Context: an optimization exercise on an open-source flow, tuned for small area, a short achievable clock period and few clock cycles. The choices shown serve that exercise and are no tape-out recipe. In this exercise RTL edits were held to simulation tests only and were not proved equivalent to the original.

== main ==
// gfrs_enc
module gfrs_enc (
    input  wire        clk,
    input  wire        rst,           
    input  wire        cmd_valid,
    output wire        cmd_ready,
    input  wire [1:0]  cmd_op,        
    input  wire [3:0]  cmd_k,
    input  wire [15:0] cmd_poly,
    input  wire [15:0] cmd_base,
    input  wire [15:0] cmd_n,
    input  wire [7:0]  cmd_t,
    input  wire        in_valid,
    output wire        in_ready,
    input  wire [15:0] in_data,
    output wire        out_valid,
    input  wire        out_ready,
    output wire [11:0] out_data,
    output reg         done,
    output reg  [3:0]  status,
    output reg  [3:0]  einfo,
    output reg         field_valid
);
Size: ~4100 cells after synthesis, ~330 flip-flops, ~110 I/O pins.
==> flow/config.mk <==
export PLATFORM = sky130hd
export DESIGN_NAME = gfrs_enc
export DESIGN_NICKNAME = gfrs_enc
export VERILOG_FILES = /design/flow/design.v
export SDC_FILE = /design/flow/constraint.sdc
export NUM_CORES = 4
export LEC_CHECK = 0
export CAP_MARGIN = 10
export CORE_MARGIN = 2
export CORE_UTILIZATION = 35
export SLEW_MARGIN = 10
==> flow/constraint.sdc <==
create_clock -name core_clock -period 15.0 [get_ports {clk}]
set_input_delay 3.0000 -clock core_clock [delete_from_list [all_inputs] [get_ports {clk}]]
set_output_delay 3.0000 -clock core_clock [all_outputs]
set_load 0.01 [all_outputs]
standard.sh (not shown) runs the stock make flow with config.mk's settings and CLKGATE_MAP_FILE= SYNTH_SCRIPT=/design/flow/synth_recipe.tcl, a recipe that flattens the netlist after the stock synthesis.
==> flow/flow/run.sh <==
#!/bin/bash
set -euo pipefail
bash standard.sh SETUP_SLACK_MARGIN=10 cts > make_cts.log 2>&1
bash standard.sh SETUP_SLACK_MARGIN=9.5 finish > make.log 2>&1
Testbench counts of main, summed over its fixed seeds: cycles 15,522.
Changes in the feature branch relative to main:
--- a/flow/design.v
+++ b/flow/design.v
@@ -42,21 +42,20 @@
     localparam S_ICHK = 4'd4;
     localparam S_GEN  = 4'd5;
     localparam S_DATA = 4'd6;
     localparam S_PAR  = 4'd7;
     localparam S_WALK = 4'd8;    
     reg [3:0]  state;
     reg        sidle, sdat, spar;    
     reg [11:0] r7x;          
     reg        p2;           
     reg        chk;          
-    reg        cerr;         
     reg [2:0]  pcur;         
     reg        w2;           
     reg [11:0] root2;        
     reg        owed;         
     reg        glast;        
     reg [12:0] poly;         
     reg [4:0]  ksel;         
     reg [11:0] alpha_b;      
     reg [18:0] hh;           
     reg [11:0] xreg;         
@@ -132,31 +131,30 @@
     wire [59:0] etab = ksel[0] ? E4 : ksel[1] ? E6 : ksel[2] ? E8 :
                        ksel[3] ? E10 : E12;
     wire [4:0]  ebit = {etab[48 + cnt], etab[36 + cnt], etab[24 + cnt],
                         etab[12 + cnt], etab[cnt]};
     wire [3:0]  klast = ksel[0] ? 4'd3 : ksel[1] ? 4'd5 : ksel[2] ? 4'd7 :
                         ksel[3] ? 4'd9 : 4'd11;
     wire [11:0] a4 = ksel[0] ? {8'd0, poly[3:0]} : 12'd16;    
     wire in_xfer = in_valid & in_ready;
     wire cw_bad  = (in_data & ~{4'd0, fmask}) != 16'd0;
     assign cmd_ready = sidle;
-    assign in_ready  = ((sdat && owed && (p2 || !vld || !big)) || glast) && !cerr;
+    assign in_ready  = (sdat && owed && (p2 || !vld || !big)) || glast;
     assign out_valid = spar;
     assign out_data  = r[7];
     wire [11:0] ab_x = {alpha_b[10:0], 1'b0} ^ ((|(alpha_b & kmsb)) ? poly[11:0] : 12'd0);
     wire cmd_ksel_4  = (cmd_k == 4'd4);
     wire [4:0] cmd_ksel = {cmd_k == 4'd12, cmd_k == 4'd10, cmd_k == 4'd8,
                            cmd_k == 4'd6, cmd_k == 4'd4};
     always @(posedge clk) begin
         done  <= 1'b0;
         chk   <= 1'b0;
-        cerr  <= 1'b0;
         r7x   <= 12'd0;
         glast <= 1'b0;
         if (in_xfer) owed <= (kcnt != {8'd0, tcnt} + 12'd1);
         if (rst) begin
             state <= S_IDLE; sidle <= 1'b1; sdat <= 1'b0; spar <= 1'b0;
             field_valid <= 1'b0;
         end else begin
             case (state)
             S_IDLE: begin
                 tcnt   <= cmd_t[3:0];
@@ -180,22 +178,20 @@
                     case (cmd_op)
                     OP_INIT: begin
                         poly  <= cmd_poly[12:0];
                         phi   <= |cmd_poly[15:13];
                         bhi   <= |cmd_base[15:12];
                         ksel  <= cmd_ksel;
                         state <= S_IA; sidle <= 1'b0; sdat <= 1'b0; spar <= 1'b0;
                     end
                     OP_ENC: begin
                         chk   <= 1'b1;
-                        cerr  <= !field_valid || cmd_t == 8'd0 || cmd_n <= {8'd0, cmd_t} ||
-                                 (cmd_n & ~{4'd0, fmask}) != 16'd0 || cmd_t > 8'd8;
                         glast <= (cmd_t == 8'd2) && !big;
                         state <= (cmd_t == 8'd1) ? S_DATA : S_GEN;
                         sidle <= 1'b0; sdat <= (cmd_t == 8'd1); spar <= 1'b0;
                     end
                     default: begin
                         status <= C_ILLEGAL; einfo <= 4'd0;
                         done <= 1'b1;
                     end
                     endcase
                 end
@@ -369,17 +365,16 @@
                     done <= 1'b1; state <= S_IDLE; sidle <= 1'b1; sdat <= 1'b0; spar <= 1'b0;
                 end
             end
             default: begin state <= S_IDLE; sidle <= 1'b1; sdat <= 1'b0; spar <= 1'b0; end
             endcase
             if (chk && ef != 5'd0) begin
                 status <= ef[4] ? C_NOFIELD : C_ARG;
                 einfo  <= ef[4] ? 4'd0 : ef[3] ? I_ECCOUNT : ef[2] ? I_DATACOUNT :
                           ef[1] ? I_LENGTH : I_TCAP;
                 done   <= 1'b1;
-                glast  <= 1'b0;
                 state <= S_IDLE; sidle <= 1'b1; sdat <= 1'b0; spar <= 1'b0;
                 r7x    <= 12'd0;
             end
         end
     end
 endmodule
Every run (the feature branch and main) finished clean. The cell with the largest stage delay on the worst path comes out xnor2_1 in one run and xor3_2 in the other, namely in main and the feature branch respectively. The feature branch ends up with a clock period minus worst slack that is 0.058 ns lower than in main. First element of the critical path = xreg[9]$_DFFE_PP_: the feature branch; first element of the critical path = xreg[11]$_DFFE_PP_: main. Clock transition time at the flip-flop clock pins of the worst setup and hold paths essentially unchanged between main and the feature branch. The feature branch ends up with a worst hold-check slack that is 0.011 ns lower than in main.
Testbench counts of the feature branch, summed over its fixed seeds: cycles 15,522.

re-timing with driven ports:
The flow's constraints put no driver on any port. The routed layouts listed below were extracted and timed again, unchanged, in two steps. Step 1: set_driving_cell puts a clkbuf_16 on clk and a buf_2 on each other input, an assumption about the parent block. Step 2, shift: input delay + t, output delay - t, t = (earliest + latest rising clock arrival at the registers) / 2. This alone moves slack from input paths to output paths. Slacks: ideal ports / drivers / drivers and shift; pairs: ideal ports / drivers.
run | t (ns) | slack for setup (ns) | hold slack, ns | slew at the worst register clock pin (ns) | cell pins on the clock port's net
main | 0.682 | 9.705 / 9.705 / 9.331 | 0.499 / 0.499 / 0.499 | 0.07 / 0.07 | 1
the feature branch | 0.664 | 9.763 / 9.763 / 9.414 | 0.488 / 0.488 / 0.488 | 0.07 / 0.07 | 1
After both steps every run listed still meets setup and hold. For main, which loses most, drivers alone change the setup slack by 0.000 ns; drivers and shift together by -0.374 ns.
